Source: an optimization exercise on an open RTL-to-GDS flow (aim: small area, a short achievable clock period and few clock cycles). Production flows keep margins and buffers that such runs may drop. Where RTL was checked, it was by simulation tests only, not by an equivalence proof against the original. No functional check of the RTL was part of runs 1 to 3. Power figures rest on the tool's default switching activity, not on a simulated workload.

### config.mk
export PLATFORM = sky130hd
export DESIGN_NAME = barker_xcorr
export DESIGN_NICKNAME = barker_xcorr
export VERILOG_FILES = /design/flow/design.v
export SDC_FILE = /design/flow/constraint.sdc
export NUM_CORES = 4
export LEC_CHECK = 0
export CAP_MARGIN = 20
export CORE_MARGIN = 2
export CORE_UTILIZATION = 40
export SLEW_MARGIN = 20
### constraint.sdc
create_clock -name core_clock -period 22.0 [get_ports {clk}]
set_input_delay 4.4000 -clock core_clock [delete_from_list [all_inputs] [get_ports {clk}]]
set_output_delay 4.4000 -clock core_clock [all_outputs]
set_load 0.01 [all_outputs]
### design.v
module barker_xcorr (
    input  wire               clk,
    input  wire               rst,           
    input  wire [3:0]         cfg_hdr,       
    input  wire [1:0]         cfg_mod,       
    input  wire [17:0]        cfg_trig,      
    input  wire [15:0]        cfg_hitcap,    
    input  wire               in_valid,
    output reg                in_ready,
    input  wire               in_last,
    input  wire signed [7:0]  in_re,
    input  wire signed [7:0]  in_im,
    output reg                hr_valid,
    output wire [16:0]        hr_idx,
    output reg  signed [17:0] hr_val,
    output reg                hi_valid,
    output wire [16:0]        hi_idx,
    output reg  signed [17:0] hi_val,
    output reg                done,
    output wire [15:0]        nhr,
    output wire [15:0]        nhi,
    output wire               hitovf,
    output reg                desync
);
    integer k;
    reg        h3, h2;           
    reg        mod0, mod2;
    reg [17:0] trig_q;
    reg [15:0] cap_q;
    always @(posedge clk) begin
        h3     <= cfg_hdr[3];
        h2     <= cfg_hdr[2];
        mod0   <= (cfg_mod == 2'd0);
        mod2   <= cfg_mod[1];
        trig_q <= cfg_trig;
        cap_q  <= cfg_hitcap;
    end
    wire is7  = !h3;
    wire is11 = !h2;
    wire is13 = h3 & h2;
    wire [3:0] m_minus1 = is13 ? 4'd12 : (is11 ? 4'd10 : 4'd6);
    reg [7:0] rre [0:12];
    reg [7:0] rim [0:12];
    reg        inframe;    
    reg        tail;       
    reg [3:0]  z;          
    reg [3:0]  r;          
    wire accept = in_valid & in_ready;
    wire [7:0] w0_re = accept ? in_re : (inframe ? rre[12] : 8'd0);
    wire [7:0] w0_im = accept ? in_im : (inframe ? rim[12] : 8'd0);
    always @(posedge clk) begin
        rre[0] <= w0_re;
        rim[0] <= w0_im;
        for (k = 1; k < 13; k = k + 1) begin
            rre[k] <= rre[k-1];
            rim[k] <= rim[k-1];
        end
    end
    wire [3:0] z_inc   = (z == 4'd15) ? 4'd15 : z + 4'd1;
    wire       tail_end = tail & (z_inc == m_minus1);
    wire       inframe_nx = accept ? !in_last : inframe;
    wire       tail_nx    = accept ? in_last  : (tail & !tail_end);
    wire [3:0] z_nx       = accept ? 4'd0 : (inframe ? z : z_inc);
    wire [3:0] r_nx       = (accept | !inframe) ? 4'd0 : ((r == 4'd12) ? 4'd0 : r + 4'd1);
    reg v1, fin1, first1;
    always @(posedge clk) begin
        if (rst) begin
            inframe  <= 1'b0;
            tail     <= 1'b0;
            z        <= 4'd0;
            r        <= 4'd0;
            in_ready <= 1'b0;
            v1       <= 1'b0;
            fin1     <= 1'b0;
            first1   <= 1'b0;
        end else begin
            inframe  <= inframe_nx;
            tail     <= tail_nx;
            z        <= z_nx;
            r        <= r_nx;
            in_ready <= !tail_nx & (inframe_nx ? (r_nx == 4'd0) : (z_nx >= 4'd12));
            v1       <= accept | tail;
            fin1     <= tail_end;
            first1   <= accept & !inframe;
        end
    end
    wire n0 = !is13;           
    wire n1 = is13;
    wire n5 = is11;
    wire n6 = !is7;
    wire e7 = !is7;            
    wire e11 = is13;           
    function [7:0] bias;       
        input [7:0] x;
        bias = {~x[7], x[6:0]};
    endfunction
    wire [11:0] kconst = is13 ? 12'd2436 : (is11 ? 12'd2694 : 12'd3203);
    function [11:0] tree;
        input [103:0] t;       
        input n0, n1, n5, n6, e7, e11;
        input [11:0] kc;
        reg [7:0] u0, u1, u2, u3, u4, u5, u6, u7, u8, u9, u10, u11, u12;
        begin
            u0  = bias(t[  0 +: 8] ^ {8{n0}});
            u1  = bias(t[  8 +: 8] ^ {8{n1}});
            u2  = bias(t[ 16 +: 8] ^ {8{n0}});
            u3  = bias(~t[ 24 +: 8]);
            u4  = bias(t[ 32 +: 8]);
            u5  = bias(t[ 40 +: 8] ^ {8{n5}});
            u6  = bias(t[ 48 +: 8] ^ {8{n6}});
            u7  = bias(~t[ 56 +: 8]) & {8{e7}};
            u8  = bias(t[ 64 +: 8]) & {8{e7}};
            u9  = bias(t[ 72 +: 8]) & {8{e7}};
            u10 = bias(t[ 80 +: 8]) & {8{e7}};
            u11 = bias(t[ 88 +: 8]) & {8{e11}};
            u12 = bias(t[ 96 +: 8]) & {8{e11}};
            tree = u0 + u1 + u2 + u3 + u4 + u5 + u6 + u7 + u8 + u9 + u10 + u11 + u12 + kc;
        end
    endfunction
    wire [103:0] tre, tim;
    genvar g;
    generate
        for (g = 0; g < 13; g = g + 1) begin : g_taps
            assign tre[8*g +: 8] = rre[g];
            assign tim[8*g +: 8] = rim[g];
        end
    endgenerate
    wire [11:0] sum_re = tree(tre, n0, n1, n5, n6, e7, e11, kconst);
    wire [11:0] sum_im = tree(tim, n0, n1, n5, n6, e7, e11, kconst);
    reg [11:0] s_re, s_im;
    reg        v2, fin2, first2;
    always @(posedge clk) begin
        s_re <= sum_re;
        s_im <= sum_im & {12{!mod2}};
        if (rst) begin
            v2     <= 1'b0;
            fin2   <= 1'b0;
            first2 <= 1'b0;
        end else begin
            v2     <= v1;
            fin2   <= v1 & fin1;
            first2 <= first1;
        end
    end
    function [17:0] scale;
        input [11:0] s;
        input m0;
        reg [17:0] se, a, b, c;
        begin
            se = {{6{s[11]}}, s};
            a  = m0 ? (se << 3) : (se << 5);
            b  = (se << 1) ^ {18{!m0}};
            c  = m0 ? se : 18'd1;
            scale = a + b + c;
        end
    endfunction
    function hit;
        input [17:0] c;
        input sgn;
        input [17:0] t;
        reg [18:0] d;
        begin
            d = {1'b0, c ^ {18{sgn}}} + {1'b0, ~t} + {18'd0, sgn} + 19'd1;
            hit = d[18];
        end
    endfunction
    wire [17:0] c_re = scale(s_re, mod0);
    wire [17:0] c_im = scale(s_im, mod0);
    wire trig_re = hit(c_re, s_re[11], trig_q);
    wire trig_im = hit(c_im, s_im[11], trig_q);
    reg  [15:0] cnt_r, cnt_i;
    reg         ovf;
    reg  [16:0] idx;
    reg         fin3;
    wire [15:0] base_r = first2 ? 16'd0 : cnt_r;
    wire [15:0] base_i = first2 ? 16'd0 : cnt_i;
    wire lt_r = base_r < cap_q;
    wire lt_i = base_i < cap_q;
    wire rec_re = trig_re & lt_r;
    wire rec_im = trig_im & lt_i;
    wire drop   = (trig_re & !lt_r) | (trig_im & !lt_i);
    always @(posedge clk) begin
        hr_val <= c_re;
        hi_val <= c_im;
        if (v2) begin
            cnt_r <= base_r + {15'd0, rec_re};
            cnt_i <= base_i + {15'd0, rec_im};
            ovf   <= (!first2 & ovf) | drop;
            idx   <= first2 ? 17'd0 : idx + 17'd1;
        end
        desync <= !mod2 & (cnt_r != cnt_i);
        if (rst) begin
            hr_valid <= 1'b0;
            hi_valid <= 1'b0;
            fin3     <= 1'b0;
            done     <= 1'b0;
        end else begin
            hr_valid <= v2 & rec_re;
            hi_valid <= v2 & rec_im;
            fin3     <= v2 & fin2;
            done     <= fin3;
        end
    end
    assign hr_idx = idx;
    assign hi_idx = idx;
    assign nhr    = cnt_r;
    assign nhi    = cnt_i;
    assign hitovf = ovf;
endmodule
### run.sh
#!/bin/bash
# synth_recipe.tcl (not shown) runs the flow's synth.tcl, then flattens the netlist and writes it again
# the make line also repeats each setting of config.mk as NAME=value (left out here)
make -C /OpenROAD-flow-scripts/flow DESIGN_CONFIG=/design/flow/config.mk WORK_HOME=/design/flow/orfs CLKGATE_MAP_FILE= SYNTH_SCRIPT=/design/flow/synth_recipe.tcl finish
==> run summary, run 1 <==
- Status: complete, no violations
- Vias per inst: 4.69
- Setup bufs post-CTS: 0
- EDFF count, synth: 50
- NetSw: 1660 uW
- Peak VDD IR: 0.000116 V
- Crit path max fanout: 14
- WP data required: 22.31 ns
- Vias in the first global route: 14,600
- Startpoint types: register
- Slew Limit Fails: 0
- Pre-CTS setup slack: 14.11 ns
- Initial Utilization: 40.4%
- Num ports: 168
- Pwr per Cell Area: 153 mW/mm2
- Period utilization: 36.0%
- Switching Share: 41.6%
- Final Hold Fails: 0
- Crit path kind: register to register
- Avg Cell Area, Syn: 10.9 um2
- Final hold slack: 0.336 ns
- Area leader, netlist: dfxtp_1
- YS warnings: 3
- Maximum clock insertion buffer count: 3
- Largest net degree at the start of global routing: 63
- CTS clk-pin slew, worst paths: 0.06 ns
- Int Power: 2320 uW
- Clock network power share: 18.2%
- Initial drt markers: 501
- Primary FF master, synth: dfxtp_1
- Slowest stage cell, crit path: dfxtp_1
- Cell area after layout: 0.0260 mm2
- Reg power frac: 20.8%
- Synthesis-stage register bit count: 378
- Post-DP HPWL: 34.3 mm
- Setup crit start: s_re[11]
- Seq/Total Area, Yosys: 36.3%
- Nets@finish: 2,692
- CTS tree: yes
- Die W: 240 um
- Htree depth: 2
- Hold Path Class: register to register
- Min cycle time layout: 7.92 ns
- RR Startpoint: s_re[11]
- Diode count: 0
- Routed WL per cell: 15.2 um
- CTS resizes: 0
- Clk_skew: 0.0201 ns
- Die area: 0.0574 mm2
- Comb power frac: 61.0%
- Std-Cell Rows: 86
- Post-place instance area: 0.0245 mm2
- Yosys cell types: 68
- DR pass1 iterations: 5
- Clock sinks: 378
- CTS root buf: clkbuf_16
- Die span in y: 240 um
- Detailed Route WL: 45.1 mm
- Commonest cells post-synth: 328 x dfxtp_1, 260 x inv_1, 242 x ha_1
- Area share of the largest cell type after synthesis: 29.6%
- Setup TNS: 0 ns
- Most frequent cell after synthesis: dfxtp_1
- TritonCTS buffer count: 44
- Gr ovfl total: 0
- Most frequent CP cell: ha_1
- Core footprint: 0.0550 mm2
- CP Capture Type: register
- Max_cap viols: 0
- Total track usage: 16.1%
- Gpl congestion: 0.816
- RSZ-0062 raised after global routing: false
- F_max: 126 MHz
- I/O Buffers: 165
- CTS Hold Bufs: 0
- Asr flop ratio synth: 0%
- Hold Crit Start: rim[3][0]
- Initial antenna violation count: 0
- Top post-synthesis cells by area: dfxtp_1 30%, fa_1 18%, ha_1 14%, edfxtp_1 6.8%, xnor2_1 5.7%
- LEAKAGE: 0.0115 uW
- Number of routed nets with antenna violations: 0
- Slew headroom: 25.8%
- Syn Std Cell Area: 0.0222 mm2
- Worst EP arrival: 8.23 ns
- Net Count, Synth: 2,538
- Skew-Pair Late Insertion Delay: 0.57 ns
- Slowest stage delay, CP: 0.62 ns
- # DRC: 0
- P&R area growth vs syn: 17.0%
- Final WS setup: 14.08 ns
- Slew @ Worst Pin: 1.11 ns
- Layout cells sized above 1: 4.67%
- Final setup viols: 0
- Syn Inst Count: 2,040
- First-pass GRT wire length: 73.8 mm
- Routed vias: 14,000
[cell usage in the layout, fill, tap and decap left out, drive strengths merged, types with 4 or more instances in the layout]
cell,synthesis,final
nand2b,21,21
and3,24,24
fa,196,196
a211oi,8,8
ha,242,242
nor2,104,104
mux2i,25,25
a31oi,9,9
xnor3,5,5
a21oi,55,55
clkdlybuf4s50,0,165
nor2b,48,48
xor2,63,63
nor3,20,20
a21o,32,32
and2,45,45
nand3,43,43
o21ai,44,44
buf,38,9
clkbuf,28,64
inv,260,263
nor3b,7,7
nor4,7,7
o21a,4,4
edfxtp,50,50
a211o,10,10
xnor2,146,146
dfxtp,328,328
clkinv,2,11
nand2,107,107
nand4,22,22
[state kept, by name (all words and copies together) (netlist names), 4 cells and up]
signal,cells
s_im,12
cnt_r,16
cap_q,16
hi_val,18
trig_q,18
rre,104
z,4
hr_val,18
s_re,12
rim,104
r,4
cnt_i,16
idx,17
[stage by stage]
step / power [uW] / utilization [%] / std cells
global route: 4380 / 47.2 / 2976
detailed placement: 3280 / 44.6 / 2896
CTS: 4030 / 47.2 / 2976
global placement: 3210 / 44.6 / 2896
finish: 3980 / 47.2 / 2976
floorplan: 2660 / - / 2040
[per-layer routing]
metal / global-route usage (%) / vias to the layer above / wire length, um
met5: 0 / - / 0
met4: 5.13 / 0 / 1120
met3: 2.17 / 77 / 1490
met2: 26.5 / 193 / 20900
met1: 21.8 / 6743 / 21600
li1: - / 6940 / -
[critical path, delay by kind of cell (launching register included)]
kind,cells,cell delay [ns]
AO/OA/AOI/OAI,8,1.66
XOR/XNOR,3,0.84
adder cells (fa/ha/maj),7,2.30
buffers and inverters,3,0.74
flip-flops,1,0.62
AND/OR/NAND/NOR,7,1.46
[final cells by class]
type / count / area (um2)
clock buffers: 64 / 1270
flip-flops and latches: 378 / 8070
inverters: 262 / 983
fillers: 5037 / 29000
multi-input cells: 1334 / 12800
clock inverters: 16 / 161
repair buffers: 174 / 1720
well taps: 748 / 936
[power groups by stage]
stage / Clock, uW / Sequential (uW) / Combinational (uW)
2_1_floorplan: 0 / 838 / 1820
3_3_place_gp: 0 / 840 / 2370
3_5_place_dp: 0 / 842 / 2440
4_1_cts: 745 / 827 / 2460
5_1_grt: 769 / 832 / 2770
6_report: 724 / 827 / 2430
[cells by family (layout without fill, tap and decap cells)]
family	count (synthesis)	in the layout	synth area share [%]
simple gates	467	467	10.7
fa+ha+maj	438	438	31.3
mux	27	27	1.23
buf+inv	328	516	5.90
compound gates	188	188	5.74
xor+xnor	214	214	8.85
flops	378	378	36.3
[path summary, 6_finish.rpt]
kind          endpoint  slack, ns  cells past startpoint
max reg2reg  cnt_r[12]      14.08                     28
min reg2reg  rim[4][0]       0.34                      0
max          cnt_r[12]      14.08                     28
min          rim[4][0]       0.34                      0
==> run 2, diff against run 1 <==
==> flow/run.sh (new file) <==
#!/bin/bash
# Standard ORFS layout; repair_timing aims for 16.5 ns of setup slack.
set -euo pipefail
bash standard.sh SETUP_SLACK_MARGIN=16.5 finish > standard_flow.log 2>&1
==> standard.sh (new file) <==
#!/bin/bash
# synth_recipe.tcl (not shown) runs the flow's synth.tcl, then flattens the netlist and writes it again
# the make line also repeats each setting of config.mk as NAME=value (left out here)
make -C /OpenROAD-flow-scripts/flow DESIGN_CONFIG=/design/flow/config.mk WORK_HOME=/design/flow/orfs CLKGATE_MAP_FILE= SYNTH_SCRIPT=/design/flow/synth_recipe.tcl "${@:-finish}"
removed: run.sh
==> run 2 against run 1 <==
Synthesized cell count is the same. Die area is the same. Maximum frequency grew 26%. Clock-buffer cell count shrank 10. Sequential share of layout area shrank 3.6 points.
==> run summary, run 2 <==
- Status: complete, no violations
- Largest net degree at the start of global routing: 63
- Htree depth: 2
- Number of routed nets with antenna violations: 0
- Pwr per Cell Area: 172 mW/mm2
- Top post-synthesis cells by area: dfxtp_1 30%, fa_1 18%, ha_1 14%, edfxtp_1 6.8%, xnor2_1 5.7%
- CTS Hold Bufs: 0
- Std-Cell Rows: 86
- Hold Path Class: register to register
- R2R depth: 32
- Syn Std Cell Area: 0.0222 mm2
- Post-DP HPWL: 34.7 mm
- P&R area growth vs syn: 32.6%
- CP Capture Type: register
- Routed WL per cell: 16.9 um
- Area leader, netlist: dfxtp_1
- RSZ-0062 raised after global routing: true
- CTS root buf: clkbuf_16
- Comb power frac: 67.9%
- Min cycle time layout: 6.29 ns
- YS warnings: 3
- Worst Hold Path Cells: 0
- Area share of the largest cell type after synthesis: 29.6%
- Asr flop ratio synth: 0%
- Reg power frac: 16.6%
- Slowest stage cell, crit path: fa_1
- Hold Path Sink: rre[5][2]
- Layout cells sized above 1: 26.9%
- Slew @ Worst Pin: 0.855 ns
- Slew headroom: 42.9%
- Initial Utilization: 40.4%
- Synthesis-stage register bit count: 378
- Clock sinks: 378
- Crit path kind: register to register
- Most frequent cell after synthesis: dfxtp_1
- Hold Crit Start: rre[4][2]
- Routed vias: 15,100
- Maximum clock insertion buffer count: 3
- CTS tree: yes
- Fin util: 53.6%
- Switching Share: 41.3%
- TritonCTS buffer count: 45
- Die W: 240 um
- Skew-Pair Late Insertion Delay: 0.57 ns
- NetSw: 2090 uW
- Max_cap viols: 0
- Initial drt markers: 601
- Most common cell after layout, fill and taps aside: dfxtp_1
- Vias in the first global route: 15,800
- DR pass1 iterations: 4
- WP data required: 22.29 ns
- Net Count, Synth: 2,538
- Detailed Route WL: 53.9 mm
- Int Power: 2970 uW
- Num ports: 168
- Avg Cell Area, Syn: 10.9 um2
- Nets@finish: 2,909
- Yosys cell types: 68
- Clk_skew: 0.0127 ns
- Final Power: 5070 uW
- Commonest cells post-synth: 328 x dfxtp_1, 260 x inv_1, 242 x ha_1
- LEAKAGE: 0.0131 uW
- EDFF count, synth: 50
- Critical R2R Capture: cnt_r[15]
- Most frequent cells in the layout: 314 x dfxtp_1, 237 x inv_1, 184 x fa_1, 177 x ha_1, 165 x buf_4
- Largest regs: rim x104, rre x104
- Startpoint types: register
- Setup TNS: 0 ns
- Gr ovfl total: 0
- Peak VDD IR: 0.000141 V
- Die area: 0.0574 mm2
- Clock network power share: 15.5%
- Core footprint: 0.0550 mm2
- RR Startpoint: mod0
- Gpl congestion: 0.822
- Worst EP arrival: 6.58 ns
- Most frequent CP cell: ha_4
- First-pass GRT wire length: 83.2 mm
- CTS clk-pin slew, worst paths: 0.07 ns
- Period utilization: 28.6%
- # DRC: 0
- Slowest stage delay, CP: 0.55 ns
- Crit path max fanout: 5
- R2r setup slk: 15.71 ns
- Diode count: 0
- Syn Inst Count: 2,040
- Final Hold Fails: 0
- Initial antenna violation count: 0
- I/O Buffers: 165
- Slew Limit Fails: 0
- Vias per inst: 4.74
- Total track usage: 18.5%
- Seq/Total Area, Yosys: 36.3%
- Final setup viols: 0
- Die span in y: 240 um
- F_max: 159 MHz
- Primary FF master, synth: dfxtp_1
run 2: changes by cell type in the layout (fill, tap and decap cells not counted), sizes merged, moves of 3 or more:
cell | previous run | this run
clkinv | 11 | 23
buf | 9 | 321
bufinv | 3 | 7
clkbuf | 64 | 59
clkinvlp | 1 | 4
bufbuf | 0 | 4
clkdlybuf4s50 | 165 | 56
inv | 263 | 260
run 2: power by group through the flow:
stage / clock (uW) / combinational [uW] / sequential, uW
after floorplan: 0 / 1900 / 839
after global placement: 0 / 2430 / 845
after detailed placement: 0 / 2500 / 847
after CTS: 800 / 3010 / 835
after global routing: 830 / 3800 / 845
final: 785 / 3440 / 839
run 2: logic make-up after synthesis:
logic type | after synthesis | synth area share [%]
AOI/OAI and AO/OA | 188 | 5.74
xor gates and xnor gates | 214 | 8.85
adders and majority gates | 438 | 31.3
buffers and inverters | 328 | 5.90
DFF | 378 | 36.3
muxes | 27 | 1.23
and+or+nand+nor | 467 | 10.7
run 2: cell type report:
class,count,area [um2]
fill,4688,25500
multi-input combinational,1335,14400
sequential,378,8100
timing repair buffer,387,3350
clock buffer,54,1220
inverter,262,1030
tap,748,936
clock inverter,30,338
timing repair inverter,2,46.3
run 2: through the flow:
| step | worst slack, ns | std cells | hold slack (ns) | area (um2) |
|---|---|---|---|---|
| after floorplan | 16.02 | 2040 | 0.323 | 22600 |
| after global placement | 14.65 | 2894 | 0.326 | 24800 |
| after detailed placement | 14.64 | 2894 | 0.330 | 24800 |
| after CTS | 15.66 | 3108 | 0.346 | 28000 |
| after global routing | 15.45 | 3196 | 0.351 | 29500 |
| final | 15.71 | 3196 | 0.341 | 29500 |
run 2: routing by layer:
metal / up-vias / GRT usage, % / part of all wire (%)
met4: 0 / 5.57 / 2.7
met3: 84 / 3.18 / 4.0
met5: - / 0 / 0
li1: 7384 / - / -
met2: 260 / 32.2 / 50
met1: 7420 / 23.4 / 44
run 2: worst max-delay path by stage:
stage / start / to / slack, ns / cells after the start
finish: mod0 / cnt_r[15] / 15.71 / 32
global route: mod0 / cnt_r[14] / 15.45 / 32
CTS: mod0 / cnt_i[15] / 15.66 / 28
detailed placement: s_re[11] / cnt_r[12] / 14.64 / 28
global placement: s_re[11] / cnt_r[15] / 14.65 / 27
floorplan: mod0 / cnt_i[15] / 16.02 / 29
run 2: worst max-delay path: cells and delay by family, from the launching register on:
family | cells | cell delay (ns)
AND/OR/NAND/NOR | 7 | 0.99
AO/OA/AOI/OAI | 10 | 1.81
flip-flops | 1 | 0.38
buffers and inverters | 6 | 0.67
XOR/XNOR | 3 | 0.52
adder cells (fa/ha/maj) | 6 | 1.60
run 2: timing repair:
action,CTS,global route
endpoints found under the hold margin,0,0
endpoints found under the setup margin,171,120
gates resized for setup,609,140
setup buffers,122,86
cloned,8,2
pin swaps,101,136
==> run 3, diff against run 2 <==
==> flow/run.sh (replaced) <==
#!/bin/bash
# Standard ORFS layout; repair_timing aims for 15 ns of setup slack.
set -euo pipefail
bash standard.sh SETUP_SLACK_MARGIN=15 finish > standard_flow.log 2>&1
==> run 3 against run 2 <==
Still clean on timing, DRC and antenna. Register-to-register slack worse by 0.40 ns. Die area unchanged. Sequential share of layout area up 2.8 points. Clock power down 0.9%. Cell area down 9.5%.
==> run summary, run 3 <==
- Hold Path Class: register to register
- Final Hold Fails: 0
- Routed WL per cell: 15.7 um
- Final setup viols: 0
- EDFF count, synth: 50
- RR Startpoint: h2
- Htree depth: 2
- Top post-synthesis cells by area: dfxtp_1 30%, fa_1 18%, ha_1 14%, edfxtp_1 6.8%, xnor2_1 5.7%
- Status: complete, no violations
- Largest net degree at the start of global routing: 63
- Number of routed nets with antenna violations: 0
- Initial Utilization: 40.4%
- Period utilization: 30.4%
- Commonest cells post-synth: 328 x dfxtp_1, 260 x inv_1, 242 x ha_1
- Routed vias: 14,000
- Net Count, Synth: 2,538
- F_max: 149 MHz
- CP Capture Type: register
- Avg Cell Area, Syn: 10.9 um2
- Crit path kind: register to register
- Setup TNS: 0 ns
- Most frequent cells in the layout: 321 x dfxtp_1, 258 x inv_1, 237 x ha_1, 196 x fa_1, 165 x clkdlybuf4s50_1
- Nets@finish: 2,710
- Diode count: 0
- Synthesis-stage register bit count: 378
- Core footprint: 0.0550 mm2
- Cell area after layout: 0.0267 mm2
- Gpl congestion: 0.831
- Num ports: 168
- Die area: 0.0574 mm2
- Finished Layout Cells: 2,994
- Worst Hold Path Cells: 0
- CTS root buf: clkbuf_16
- CTS clk-pin slew, worst paths: 0.06 ns
- Std-Cell Rows: 86
- Peak VDD IR: 0.000153 V
- Post-DP HPWL: 34.4 mm
- Syn Std Cell Area: 0.0222 mm2
- First-pass GRT wire length: 73.7 mm
- Yosys cell types: 68
- Initial antenna violation count: 0
- Detailed Route WL: 47.0 mm
- Total track usage: 16.1%
- Skew-Pair Late Insertion Delay: 0.57 ns
- DR pass1 iterations: 5
- CTS Hold Bufs: 0
- Maximum clock insertion buffer count: 3
- Fin util: 48.5%
- Largest regs: rim x104, rre x104
- Max_cap viols: 0
- Seq/Total Area, Yosys: 36.3%
- P&R area growth vs syn: 20.0%
- Clock sinks: 378
- TritonCTS buffer count: 44
- Area share of the largest cell type after synthesis: 29.6%
- Primary FF master, synth: dfxtp_1
- Cells after DPL: 2,896
- I/O Buffers: 165
- Asr flop ratio synth: 0%
- Most common cell after layout, fill and taps aside: dfxtp_1
- Min cycle time layout: 6.69 ns
- Vias in the first global route: 14,400
- Hold Path Sink: rre[10][6]
- Critical R2R Capture: s_re[11]
- Die W: 240 um
- WP data required: 22.47 ns
- Startpoint types: register
- RSZ-0062 raised after global routing: false
- Final Power: 4230 uW
- Slew Limit Fails: 0
- Post-place instance area: 0.0245 mm2
- LEAKAGE: 0.0117 uW
- Gr ovfl total: 0
- YS warnings: 3
- Layout cells sized above 1: 7.17%
- Syn Inst Count: 2,040
- R2r setup slk: 15.31 ns
- Clk_skew: 0.0138 ns
- Pwr per Cell Area: 159 mW/mm2
- R2R depth: 23
- Hold Crit Start: rre[9][6]
- Crit path max fanout: 21
- Slew headroom: 26.9%
- Vias per inst: 4.69
- Slew @ Worst Pin: 1.09 ns
- # DRC: 0
- Initial drt markers: 550
- Die span in y: 240 um
- Area leader, netlist: dfxtp_1
- Most frequent cell after synthesis: dfxtp_1
- Worst EP arrival: 7.16 ns
- CTS tree: yes
## run 3: cell counts after synthesis
Identical to the previous run, type by type.
## run 3: layout make-up
cell class                 instances  area [um2]
fill                            4988       28300
multi-input combinational       1334       13100
sequential                       378        8090
timing repair buffer             192        2000
clock buffer                      59        1290
inverter                         262        1010
tap                              748         936
clock inverter                    21         268
## run 3: logic make-up after synthesis
kind of cell	count (synthesis)	share of synthesized area (%)
xor gates and xnor gates	214	8.85
adders and majority gates	438	31.3
and+or+nand+nor	467	10.7
buffers and inverters	328	5.90
AOI/OAI and AO/OA	188	5.74
DFF	378	36.3
muxes	27	1.23
## run 3: per-layer routing
metal | up-vias | wire [um] | part of all wire, % | track usage [%]
li1 | 6972 | - | - | -
met1 | 6803 | 21800 | 46 | 21.5
met2 | 205 | 22600 | 48 | 27.2
met3 | 55 | 1820 | 3.9 | 2.82
met4 | 0 | 775 | 1.6 | 3.75
met5 | - | 0 | 0 | 0
## run 3: worst max-delay path by stage
stage                        start         to  slack (ns)  cells past startpoint
after global placement    s_re[11]  cnt_r[12]       14.14                     28
after CTS                 s_re[11]  cnt_r[12]       14.86                     28
after detailed placement  s_re[11]  cnt_r[12]       14.14                     29
after floorplan               mod0  cnt_r[12]       15.18                     28
after global routing          mod0  cnt_r[12]       14.97                     31
final                           h2   s_re[11]       15.31                     23
## run 3: timing repair
| item | 4_1_cts | 5_1_grt |
|---|---|---|
| resized for setup | 22 | 49 |
| buffers inserted | 2 | 11 |
| pin swaps | 0 | 14 |
| endpoints found under the setup margin | 31 | 15 |
| cloned | 1 | 4 |
## run 3: power breakdown
| group | leakage (uW) | total [uW] | internal (uW) | switching [uW] |
|---|---|---|---|---|
| clock | 0.000769 | 778 | 482 | 297 |
| combinational | 0.00781 | 2620 | 1200 | 1420 |
| sequential | 0.00313 | 830 | 785 | 44.2 |
## run 3: stage by stage
stage / hold WS (ns) / setup slack (ns)
global route: 0.344 / 14.97
finish: 0.342 / 15.31
floorplan: 0.323 / 15.18
CTS: 0.336 / 14.86
global placement: 0.327 / 14.14
detailed placement: 0.331 / 14.14
## run 3: worst max-delay path: stages (launching register included)
cell and delay [ns]:
dfxtp_2 0.40, buf_12 0.20, nand2_1 0.08, buf_6 0.24, inv_16 0.17, buf_16 0.18, nand2_1 0.09, fa_1 0.53
fa_1 0.52, inv_1 0.05, fa_1 0.47, fa_1 0.53, fa_1 0.55, inv_1 0.05, fa_1 0.52, inv_1 0.06
fa_1 0.46, a21o_1 0.18, a21oi_1 0.23, o21bai_1 0.13, a21oi_2 0.20, o21ai_1 0.14, or4_1 0.41, nand3_1 0.17
==> run 4, diff against run 3 <==
--- a/design.v
+++ b/design.v
@@ -23,22 +23,21 @@
     output reg                desync
 );
     integer k;
-    reg        h3, h2;           
+    reg        is13, is11, h3;
     reg        mod0, mod2;
     reg [17:0] trig_q;
     reg [15:0] cap_q;
-    always @(posedge clk) begin
+    reg [3:0]  z_last;         
+    always @(posedge clk) begin
+        is13   <= cfg_hdr[3] & cfg_hdr[2];
+        is11   <= !cfg_hdr[2];
         h3     <= cfg_hdr[3];
-        h2     <= cfg_hdr[2];
+        z_last <= {cfg_hdr[3], !cfg_hdr[3], cfg_hdr[3] & cfg_hdr[2], 1'b1};    
         mod0   <= (cfg_mod == 2'd0);
         mod2   <= cfg_mod[1];
         trig_q <= cfg_trig;
         cap_q  <= cfg_hitcap;
     end
-    wire is7  = !h3;
-    wire is11 = !h2;
-    wire is13 = h3 & h2;
-    wire [3:0] m_minus1 = is13 ? 4'd12 : (is11 ? 4'd10 : 4'd6);
     reg [7:0] rre [0:12];
     reg [7:0] rim [0:12];
     reg        inframe;    
@@ -56,12 +55,11 @@
             rim[k] <= rim[k-1];
         end
     end
-    wire [3:0] z_inc   = (z == 4'd15) ? 4'd15 : z + 4'd1;
-    wire       tail_end = tail & (z_inc == m_minus1);
-    wire       inframe_nx = accept ? !in_last : inframe;
-    wire       tail_nx    = accept ? in_last  : (tail & !tail_end);
-    wire [3:0] z_nx       = accept ? 4'd0 : (inframe ? z : z_inc);
-    wire [3:0] r_nx       = (accept | !inframe) ? 4'd0 : ((r == 4'd12) ? 4'd0 : r + 4'd1);
+    wire       tail_end = tail & (z == z_last);
+    wire       tail_h   = tail & !tail_end;
+    wire [3:0] z_h      = inframe ? z : ((z == 4'd15) ? 4'd15 : z + 4'd1);
+    wire [3:0] r_h      = inframe ? ((r == 4'd12) ? 4'd0 : r + 4'd1) : 4'd0;
+    wire       rdy_h    = !tail_h & (inframe ? (r_h == 4'd0) : (z_h >= 4'd12));
     reg v1, fin1, first1;
     always @(posedge clk) begin
         if (rst) begin
@@ -74,11 +72,11 @@
             fin1     <= 1'b0;
             first1   <= 1'b0;
         end else begin
-            inframe  <= inframe_nx;
-            tail     <= tail_nx;
-            z        <= z_nx;
-            r        <= r_nx;
-            in_ready <= !tail_nx & (inframe_nx ? (r_nx == 4'd0) : (z_nx >= 4'd12));
+            inframe  <= accept ? !in_last : inframe;
+            tail     <= accept ? in_last  : tail_h;
+            z        <= accept ? 4'd0     : z_h;
+            r        <= accept ? 4'd0     : r_h;
+            in_ready <= accept ? !in_last : rdy_h;
             v1       <= accept | tail;
             fin1     <= tail_end;
             first1   <= accept & !inframe;
@@ -87,8 +85,8 @@
     wire n0 = !is13;           
     wire n1 = is13;
     wire n5 = is11;
-    wire n6 = !is7;
-    wire e7 = !is7;            
+    wire n6 = h3;
+    wire e7 = h3;              
     wire e11 = is13;           
     function [7:0] bias;       
         input [7:0] x;
@@ -164,41 +162,54 @@
             hit = d[18];
         end
     endfunction
-    wire [17:0] c_re = scale(s_re, mod0);
-    wire [17:0] c_im = scale(s_im, mod0);
-    wire trig_re = hit(c_re, s_re[11], trig_q);
-    wire trig_im = hit(c_im, s_im[11], trig_q);
+    reg [17:0] cq_re, cq_im;
+    reg        v3, fin3, first3;
+    always @(posedge clk) begin
+        cq_re <= scale(s_re, mod0);
+        cq_im <= scale(s_im, mod0);
+        if (rst) begin
+            v3     <= 1'b0;
+            fin3   <= 1'b0;
+            first3 <= 1'b0;
+        end else begin
+            v3     <= v2;
+            fin3   <= v2 & fin2;
+            first3 <= first2;
+        end
+    end
+    wire trig_re = hit(cq_re, cq_re[17], trig_q);
+    wire trig_im = hit(cq_im, cq_im[17], trig_q);
     reg  [15:0] cnt_r, cnt_i;
     reg         ovf;
     reg  [16:0] idx;
-    reg         fin3;
-    wire [15:0] base_r = first2 ? 16'd0 : cnt_r;
-    wire [15:0] base_i = first2 ? 16'd0 : cnt_i;
+    reg         fin4;
+    wire [15:0] base_r = first3 ? 16'd0 : cnt_r;
+    wire [15:0] base_i = first3 ? 16'd0 : cnt_i;
     wire lt_r = base_r < cap_q;
     wire lt_i = base_i < cap_q;
     wire rec_re = trig_re & lt_r;
     wire rec_im = trig_im & lt_i;
     wire drop   = (trig_re & !lt_r) | (trig_im & !lt_i);
     always @(posedge clk) begin
-        hr_val <= c_re;
-        hi_val <= c_im;
-        if (v2) begin
+        hr_val <= cq_re;
+        hi_val <= cq_im;
+        if (v3) begin
             cnt_r <= base_r + {15'd0, rec_re};
             cnt_i <= base_i + {15'd0, rec_im};
-            ovf   <= (!first2 & ovf) | drop;
-            idx   <= first2 ? 17'd0 : idx + 17'd1;
+            ovf   <= (!first3 & ovf) | drop;
+            idx   <= first3 ? 17'd0 : idx + 17'd1;
         end
         desync <= !mod2 & (cnt_r != cnt_i);
         if (rst) begin
             hr_valid <= 1'b0;
             hi_valid <= 1'b0;
-            fin3     <= 1'b0;
+            fin4     <= 1'b0;
             done     <= 1'b0;
         end else begin
-            hr_valid <= v2 & rec_re;
-            hi_valid <= v2 & rec_im;
-            fin3     <= v2 & fin2;
-            done     <= fin3;
+            hr_valid <= v3 & rec_re;
+            hi_valid <= v3 & rec_im;
+            fin4     <= v3 & fin3;
+            done     <= fin4;
         end
     end
     assign hr_idx = idx;
==> flow/run.sh (replaced) <==
#!/bin/bash
# Standard ORFS layout; repair_timing aims for extra setup slack so that
# the achieved period is short. Everything else is the standard flow.
set -euo pipefail
bash standard.sh SETUP_SLACK_MARGIN=16.5 finish > standard_flow.log 2>&1
==> run 4 against run 3 <==
Worst hold slack lost 0.020 ns. Synthesized cell count grew 1.4%. Non-clock buffer count grew 88. Register-to-register slack gained 1.1 ns. Sequential power grew 15%. Highest routed layer unchanged. Critical path type is now register to primary output. Cell area grew 3.6%. Largest power group unchanged. Via count grew 1.8%. Core utilization grew 0.59 points. Flip-flop and latch count grew 41.
==> run summary, run 4 <==
- Initial Utilization: 40.4%
- Primary FF master, synth: dfxtp_1
- Initial antenna violation count: 0
- Most frequent cells in the layout: 355 x dfxtp_1, 296 x inv_1, 219 x ha_1, 189 x fa_1, 117 x nand2_1
- Setup TNS: 0 ns
- Critical R2R Capture: s_re[11]
- Peak VDD IR: 0.0000967 V
- Layout cells sized above 1: 16.3%
- Most common cell after layout, fill and taps aside: dfxtp_1
- Top post-synthesis cells by area: dfxtp_1 33%, fa_1 18%, ha_1 13%, edfxtp_1 6.6%, inv_1 5.0%
- Area share of the largest cell type after synthesis: 32.5%
- Min cycle time layout: 5.66 ns
- Max_cap viols: 0
- Hold Path Class: register to register
- End point of the critical path: nhi[8]
- Final Power: 3710 uW
- Gpl congestion: 0.835
- Final setup viols: 0
- Die area: 0.0587 mm2
- First-pass GRT wire length: 77.3 mm
- Commonest cells post-synth: 369 x dfxtp_1, 303 x inv_1, 228 x ha_1
- R2R depth: 19
- Status: complete, no violations
- Slew Limit Fails: 0
- Avg Cell Area, Syn: 11.0 um2
- Pre-CTS setup slack: 15.26 ns
- Routed WL per cell: 15.3 um
- P&R area growth vs syn: 21.6%
- Skew-Pair Late Insertion Delay: 0.60 ns
- Gr ovfl total: 0
- Crit path depth: 1
- R2r setup slk: 16.40 ns
- Num ports: 168
- Slowest stage delay, CP: 0.49 ns
- Vias in the first global route: 15,100
- # DRC: 0
- RSZ-0062 raised after global routing: true
- Most frequent cell after synthesis: dfxtp_1
- Slowest stage cell, crit path: edfxtp_1
- Seq/Total Area, Yosys: 39.1%
- Core footprint: 0.0563 mm2
- WP data required: 17.60 ns
- Slew @ Worst Pin: 1.00 ns
- Crit path kind: register to primary output
- Nets@finish: 2,829
- CP Capture Type: primary output
- Period utilization: 25.7%
- CTS tree: yes
- LEAKAGE: 0.0126 uW
- Final hold slack: 0.322 ns
- Largest regs: rim x104, rre x104
- Crit path cell chain: buf_2
- DR pass1 iterations: 6
- Final WS setup: 16.34 ns
- CTS root buf: clkbuf_16
- Largest net degree at the start of global routing: 64
- CTS Hold Bufs: 0
- Detailed Route WL: 47.8 mm
- Number of routed nets with antenna violations: 0
- RR Startpoint: z_last[1]
- Die span in y: 242 um
- Area leader, netlist: dfxtp_1
- EDFF count, synth: 50
- Worst EP arrival: 1.26 ns
- Crit path max-delay family: flip-flops
- I/O Buffers: 165
- YS warnings: 3
- TritonCTS buffer count: 46
- Crit path buffers/inverters: 1
- Initial drt markers: 483
- Yosys cell types: 58
- Routed vias: 14,300
- Syn Inst Count: 2,069
- Post-DP HPWL: 33.9 mm
- Final Hold Fails: 0
- Slew headroom: 33.1%
- Die W: 242 um
- Clock sinks: 419
- Syn Std Cell Area: 0.0227 mm2
- FILL cells: 5,078
- Diode count: 0
- Std-Cell Rows: 87
- Synthesis-stage register bit count: 419
- Total track usage: 16.3%
- Net Count, Synth: 2,559
- Asr flop ratio synth: 0%
- Htree depth: 2
- F_max: 177 MHz
- Setup crit start: cnt_i[8]
- CTS clk-pin slew, worst paths: 0.06 ns
- Maximum clock insertion buffer count: 3
- Clk_skew: 0.0384 ns
- Pwr per Cell Area: 134 mW/mm2
- Fin util: 49.1%
- Startpoint types: register
- Vias per inst: 4.56
- Crit path max fanout: 4
## run 4: what timing repair did
action                     4_1_cts  5_1_grt
setup endpoints to repair      132       81
cloned                           4        2
pin swaps                       43       49
setup buffers                   79       22
resized for setup              502       55
## run 4: logic make-up (layout without fill, tap and decap cells)
family / after synthesis / after routing / share of synthesized area (%)
simple gates: 434 / 434 / 9.47
fa+ha+maj: 430 / 430 / 30.4
flops: 419 / 419 / 39.1
buf+inv: 361 / 666 / 6.26
xor+xnor: 219 / 219 / 8.44
compound gates: 181 / 181 / 5.21
mux: 25 / 25 / 1.12
## run 4: cell type report
type                            count  area, um2  share of cell area [%]
Multi-Input combinational cell   1289      12800                    46.5
Sequential cell                   419       8910                    32.3
Timing Repair Buffer              280       2340                    8.47
Clock buffer                       63       1310                    4.73
Inverter                          303       1140                    4.13
Tap cell                          756        946                    3.43
Clock inverter                     20        139                   0.503
## run 4: stage by stage
step                cell area (um2)  cells
finish                        27600   3130
global route                  27600   3130
CTS                           27100   3106
detailed placement            25100   2940
global placement              25100   2940
floorplan                     22800   2069
## run 4: where the power goes
part           switching, uW  total (uW)  internal (uW)
sequential              67.0         957            890
clock                    322         739            418
combinational           1020        2020            993
## run 4: how the worst min path moves through the flow
stage,startpoint,to,slack [ns],depth (start not counted)
floorplan,rim[7][3],rim[8][3],0.32,0
global placement,rre[8][0],rre[9][0],0.33,0
detailed placement,rre[8][2],rre[9][2],0.33,0
CTS,rim[9][6],rim[10][6],0.33,0
global route,rim[9][6],rim[10][6],0.33,0
finish,rim[9][6],rim[10][6],0.32,0
## run 4: per-layer routing
layer | GRT usage [%] | share of wire, % | up-vias
li1 | - | - | 7153
met1 | 20.2 | 44 | 6891
met2 | 28.9 | 51 | 180
met3 | 2.91 | 3.4 | 64
met4 | 4.50 | 2.0 | 0
met5 | 0 | 0 | -
Testbench counts of run 4, summed over its fixed seeds: cycles 21,228.
==> run 5, diff against run 4 <==
==> flow/run.sh (replaced) <==
#!/bin/bash
# Standard ORFS layout with: port buffers of buf_2; clkbuf_8 clock tree with
# larger clusters; denser core; repair_timing aiming for extra setup slack.
set -euo pipefail
bash standard.sh SETUP_SLACK_MARGIN=16.5 'BUFFER_PORTS_ARGS=-buffer_cell sky130_fd_sc_hd__buf_2' \
  CTS_BUF_LIST=sky130_fd_sc_hd__clkbuf_8 CTS_CLUSTER_SIZE=30 CORE_UTILIZATION=55 finish > standard_flow.log 2>&1
==> run 5 against run 4 <==
Core utilization grew 17 points. Sequential share of layout area grew 0.76 points. Worst setup slack lost 0.0075 ns. First-iteration DRC count grew 4.1%. Area after synthesis is the same. Cell count shrank 5.5%. Total power shrank 3.4%. Critical endpoint is now hr_idx[8]. Largest cell class unchanged.
==> run summary, run 5 <==
- Clock network power share: 20.1%
- Net Count, Synth: 2,559
- Reg power frac: 26.8%
- Worst Hold Path Cells: 0
- Number of routed nets with antenna violations: 0
- Vias per inst: 4.86
- Min cycle time layout: 5.67 ns
- Final WS setup: 16.33 ns
- Gr ovfl total: 0
- Worst EP arrival: 1.27 ns
- Final Power: 3580 uW
- Layout cells sized above 1: 19.8%
- R2R depth: 19
- Slew @ Worst Pin: 1.01 ns
- Pre-CTS setup slack: 15.40 ns
- Maximum clock insertion buffer count: 3
- Core footprint: 0.0408 mm2
- YS warnings: 3
- I/O Buffers: 165
- Gpl congestion: 0.803
- Crit path max-delay family: flip-flops
- Final Hold Fails: 0
- Vias in the first global route: 15,000
- Htree depth: 3
- Max_cap viols: 0
- Hold Path Sink: rim[4][6]
- Fin util: 66.1%
- Setup TNS: 0 ns
- Diode count: 0
- Status: complete, no violations
- LEAKAGE: 0.0127 uW
- Slowest stage cell, crit path: edfxtp_1
- Slew headroom: 32.7%
- Multiplexer share of the synthesized area: 1.12%
- Post-Synth Adder-Cell Area: 30.4%
- Syn Std Cell Area: 0.0227 mm2
- CTS clk-pin slew, worst paths: 0.06 ns
- RSZ-0062 raised after global routing: true
- Hold Path Class: register to register
- Yosys cell types: 58
- TritonCTS buffer count: 73
- P&R area growth vs syn: 18.9%
- Most frequent cell after synthesis: dfxtp_1
- RR Startpoint: z_last[1]
- Final setup viols: 0
- Die area: 0.0429 mm2
- Area share of the largest cell type after synthesis: 32.5%
- Initial drt markers: 503
- Asr flop ratio synth: 0%
- Synthesis-stage register bit count: 419
- Die span in y: 207 um
- Compound-Gate Fraction of Synth Area: 5.21%
- Detailed Route WL: 45.7 mm
- Skew-Pair Late Insertion Delay: 0.63 ns
- Num ports: 168
- Largest net degree at the start of global routing: 64
- Primary FF master, synth: dfxtp_1
- CTS tree: yes
- Simple-Gate Fraction of Synth Area: 9.47%
- XOR/XNOR share of the synthesized area: 8.44%
- CTS Hold Bufs: 0
- Switching Share: 38.3%
- WP data required: 17.60 ns
- Crit path max fanout: 3
- Slew Limit Fails: 0
- Total track usage: 21.5%
- DR pass1 iterations: 5
- Setup crit start: idx[8]
- R2r setup slk: 16.37 ns
- Clock sinks: 419
- Crit path buffers/inverters: 1
- Post-DP HPWL: 32.3 mm
- Initial Utilization: 55.6%
- Period utilization: 25.8%
- Peak VDD IR: 0.000101 V
- Std-Cell Rows: 74
- Initial antenna violation count: 0
- F_max: 176 MHz
- Most frequent cells in the layout: 349 x dfxtp_1, 318 x inv_1, 221 x ha_1, 190 x fa_1, 149 x buf_2
- Post-place instance area: 0.0240 mm2
- Largest regs: rim x104, rre x104
- Startpoint types: register
- Pwr per Cell Area: 133 mW/mm2
- EDFF count, synth: 50
- Nets@finish: 2,860
- CTS root buf: clkbuf_8
- FILL cells: 3,260
- Cell area after layout: 0.0270 mm2
- Clk_skew: 0.0245 ns
- Top post-synthesis cells by area: dfxtp_1 33%, fa_1 18%, ha_1 13%, edfxtp_1 6.6%, inv_1 5.0%
- First-pass GRT wire length: 74.5 mm
- Critical R2R Capture: s_re[11]
- Hold Crit Start: rim[3][6]
- Int Power: 2210 uW
- Syn Inst Count: 2,069
- Die W: 207 um
- Routed WL per cell: 15.4 um
- NetSw: 1370 uW
- Avg Cell Area, Syn: 11.0 um2
- CP Capture Type: primary output
- Crit path kind: register to primary output
- Largest family of logic cells by synthesized area: adder cells
- Slowest stage delay, CP: 0.46 ns
- Commonest cells post-synth: 369 x dfxtp_1, 303 x inv_1, 228 x ha_1
- Routed vias: 14,400
- # DRC: 0
- Crit path cell chain: buf_2
- Most common cell after layout, fill and taps aside: dfxtp_1
- Seq/Total Area, Yosys: 39.1%
- Comb power frac: 53.1%
- Area leader, netlist: dfxtp_1
## run 5: cell counts after synthesis
Identical to the previous run, type by type.
## run 5: per-stage QoR
step,hold WS (ns),std cells
final,0.340,2958
after global routing,0.348,2958
after CTS,0.346,2927
after detailed placement,0.333,2718
after global placement,0.327,2718
after floorplan,0.323,2069
## run 5: area by class of cell
type	instances	area [um2]	share of cell area, %
Multi-Input combinational cell	1289	12700	47.2
Sequential cell	419	8920	33.0
Clock inverter	46	320	1.19
Clock buffer	85	1170	4.33
Timing Repair Buffer	284	2040	7.56
Inverter	303	1140	4.22
Tap cell	532	666	2.47
## run 5: how the worst max path moves through the flow
stage               cells after the start  slack (ns)   endpoint
floorplan                              21       16.51   s_im[11]
global placement                       19       15.55   s_im[10]
detailed placement                     19       15.40   s_re[10]
CTS                                     1       16.24     nhi[1]
global route                           20       16.19   s_im[11]
finish                                  1       16.33  hr_idx[8]
## run 5: per-layer routing
metal  vias to the layer above  part of all wire (%)  track usage [%]
li1                       7232                     -                -
met1                      6850                    46             28.5
met2                       208                    48             35.9
met3                        84                   2.8             3.48
met4                         0                   2.7             7.91
met5                         -                     0                0
## run 5: cell families after synthesis
group,after synthesis
AND/OR/NAND/NOR,434
adder cells (fa/ha/maj),430
flip-flops,419
buffers and inverters,361
XOR/XNOR,219
AO/OA/AOI/OAI,181
multiplexers,25
## run 5: what timing repair did
| item | in CTS | in global routing |
|---|---|---|
| buffers inserted | 75 | 30 |
| setup endpoints to repair | 105 | 95 |
| gates cloned | 3 | 1 |
| pin swaps | 27 | 15 |
| resized for setup | 57 | 60 |
## run 5: power groups by stage
stage	Clock, uW	Sequential [uW]	Combinational, uW
final	719	961	1900
after global routing	772	974	2170
after CTS	739	961	1800
after detailed placement	0	978	1710
after global placement	0	977	1670
after floorplan	0	960	1350
==> run 6, diff against run 5 <==
==> flow/run.sh (replaced) <==
#!/bin/bash
# Standard ORFS layout with: port buffers of buf_2; repair_timing aiming for
# extra setup slack so that the achieved period is short.
set -euo pipefail
bash standard.sh SETUP_SLACK_MARGIN=16.5 'BUFFER_PORTS_ARGS=-buffer_cell sky130_fd_sc_hd__buf_2' finish > standard_flow.log 2>&1
==> run 6 against run 5 <==
Core utilization down 18 points. Sequential share of layout area down 0.23 points. Area after synthesis unchanged. Still clean on timing, DRC and antenna. Worst hold slack worse by 0.0030 ns. Cell area up 0.55%. Wire length up 2.0%. Highest routed layer is now met5. Die area up 37%. Critical path depth unchanged. Clock-buffer cell count down 26. Maximum frequency up 0.31%. Total power up 0.45%. Clock skew about the same.
==> run summary, run 6 <==
- Status: complete, no violations
- Fin util: 48.2%
- Yosys cell types: 58
- Routed vias: 14,400
- Final setup viols: 0
- # DRC: 0
- EDFF count, synth: 50
- Htree depth: 2
- Finished Layout Cells: 3,141
- M2 GR Usage: 28.4%
- Crit path kind: register to primary output
- Total track usage: 16.0%
- Seq/Total Area, Yosys: 39.1%
- Net Count, Synth: 2,559
- CTS root buf: clkbuf_16
- Slew headroom: 31.7%
- Core footprint: 0.0563 mm2
- WP data required: 17.60 ns
- First-pass GRT wire length: 76.1 mm
- Top post-synthesis cells by area: dfxtp_1 33%, fa_1 18%, ha_1 13%, edfxtp_1 6.6%, inv_1 5.0%
- Most frequent cells in the layout: 359 x dfxtp_1, 297 x inv_1, 225 x ha_1, 193 x fa_1, 161 x buf_2
- DR pass1 iterations: 5
- CTS tree: yes
- Vias per inst: 4.57
- Post-place instance area: 0.0243 mm2
- Max_cap viols: 0
- Slowest stage delay, CP: 0.49 ns
- Asr flop ratio synth: 0%
- Most common cell after layout, fill and taps aside: dfxtp_1
- Grt met3 use: 2.43%
- Initial drt markers: 520
- Slew @ Worst Pin: 1.02 ns
- Largest regs: rim x104, rre x104
- Final Hold Fails: 0
- FILL cells: 5,124
- Synthesis-stage register bit count: 419
- P&R area growth vs syn: 19.5%
- Hold Path Class: register to register
- Std-Cell Rows: 87
- CP Capture Type: primary output
- Die W: 242 um
- Cell area after layout: 0.0271 mm2
- Initial antenna violation count: 1
- LEAKAGE: 0.0126 uW
- Diode count: 0
- M1 GR Usage: 19.6%
- Die area: 0.0587 mm2
- TritonCTS buffer count: 45
- Switching Share: 37.6%
- Skew-Pair Late Insertion Delay: 0.59 ns
- Final hold slack: 0.337 ns
- Commonest cells post-synth: 369 x dfxtp_1, 303 x inv_1, 228 x ha_1
- Maximum clock insertion buffer count: 3
- Pwr per Cell Area: 133 mW/mm2
- Number of routed nets with antenna violations: 0
- Primary FF master, synth: dfxtp_1
- Gpl congestion: 0.831
- Period utilization: 25.7%
- Crit path buffers/inverters: 1
- Cells after DPL: 2,940
- Startpoint types: register
- RSZ-0062 raised after global routing: true
- Nets@finish: 2,843
- Setup TNS: 0 ns
- Clk_skew: 0.0250 ns
- Crit path max-delay family: flip-flops
- Vias in the first global route: 15,200
- Comb power frac: 52.2%
- Clock network power share: 21.2%
- Slowest stage cell, crit path: edfxtp_1
- Area leader, netlist: dfxtp_1
- Die span in y: 242 um
- Clock sinks: 419
- Busiest metal layer after global routing: met2
- NetSw: 1350 uW
- Layout cells sized above 1: 18.0%
- Worst EP arrival: 1.25 ns
- Num ports: 168
- I/O Buffers: 165
- F_max: 177 MHz
- Crit path max fanout: 5
- Area share of the largest cell type after synthesis: 32.5%
- Syn Std Cell Area: 0.0227 mm2
- Min cycle time layout: 5.65 ns
- Syn Inst Count: 2,069
- Initial Utilization: 40.4%
- Routed WL per cell: 14.8 um
- CTS clk-pin slew, worst paths: 0.06 ns
- YS warnings: 3
- Crit path cell chain: buf_6
- Peak VDD IR: 0.0000789 V
- Gr ovfl total: 0
- Largest net degree at the start of global routing: 64
- Detailed Route WL: 46.6 mm
- Int Power: 2250 uW
- Slew Limit Fails: 0
- Reg power frac: 26.6%
- Post-DP HPWL: 33.6 mm
- Most frequent cell after synthesis: dfxtp_1
- Avg Cell Area, Syn: 11.0 um2
- CTS Hold Bufs: 0
run 6: cell counts after synthesis:
Identical to the previous run, type by type.
run 6: final timing paths:
check	cells past startpoint	from	slack [ns]	end
setup / recovery	1	cnt_i[6]	16.35	nhi[6]
setup reg to reg	19	z_last[1]	16.39	s_im[10]
hold / removal	0	rim[9][6]	0.34	rim[10][6]
hold reg to reg	0	rim[9][6]	0.34	rim[10][6]
run 6: cell families after synthesis:
group | Yosys count | share of synthesized area [%]
compound gates | 181 | 5.21
xor+xnor | 219 | 8.44
fa+ha+maj | 430 | 30.4
buf+inv | 361 | 6.26
flops | 419 | 39.1
mux | 25 | 1.12
simple gates | 434 | 9.47
run 6: power by group through the flow:
stage,logic [uW],registers [uW],clock network [uW]
after floorplan,1350,960,0
after global placement,1670,976,0
after detailed placement,1720,979,0
after CTS,1800,962,786
after global routing,2160,970,815
final,1880,958,764
run 6: cell type report:
type / count / area [um2] / area share [%]
clock inverter: 20 / 216 / 0.797
inverter: 303 / 1140 / 4.21
clock buffer: 59 / 1290 / 4.75
multi-input combinational: 1289 / 12600 / 46.4
timing repair buffer: 295 / 2040 / 7.53
sequential: 419 / 8910 / 32.8
tap: 756 / 946 / 3.48
run 6: repair_timing:
action / 4_1_cts / 5_1_grt
pin swaps: 36 / 34
resized for setup: 42 / 26
setup buffers: 73 / 43
cloned: 5 / 0
setup endpoints to repair: 90 / 78
run 6: metrics by stage:
step,power (uW),setup WS (ns)
final,3600,16.35
after global placement,2640,15.35
after global routing,3940,16.09
after CTS,3550,16.29
after detailed placement,2700,15.27
after floorplan,2310,16.51
run 6: routing by layer:
layer	up-vias	wire (um)
met2	210	23300
met5	-	13
met1	6870	20200
met3	80	1670
met4	2	1410
li1	7201	-

## separate check: timing with driven ports
In the flow no input, the clock included, has a driving cell. The finished layouts below were timed again as built, in two steps.
Step 1 assumes that a clkbuf_16 drives the clock port and a buf_2 every other input.
Step 2 moves the port delays by t, midway between the first and last clock arrival at a register: inputs arrive t later, outputs are due t later. That takes back most of the time a late clock gives input paths.
Slacks: ideal ports / drivers / drivers and shift; pairs: ideal ports / drivers.
run	t (ns)	slack for setup (ns)	worst hold slack (ns)
run 1	0.618	14.076 / 14.076 / 14.076	0.336 / 0.336 / 0.336
run 2	0.627	15.712 / 15.712 / 15.712	0.341 / 0.341 / 0.341
run 3	0.627	15.310 / 15.310 / 15.310	0.342 / 0.342 / 0.342
run 4	0.636	16.341 / 16.284 / 16.070	0.322 / 0.322 / 0.322
run 5	0.665	16.334 / 16.281 / 16.268	0.340 / 0.340 / 0.340
run 6	0.635	16.351 / 16.292 / 16.178	0.337 / 0.337 / 0.337
After both steps setup and hold are still met in every run listed. For run 4, which loses most, drivers alone change the setup slack by -0.057 ns; drivers and shift together by -0.271 ns.
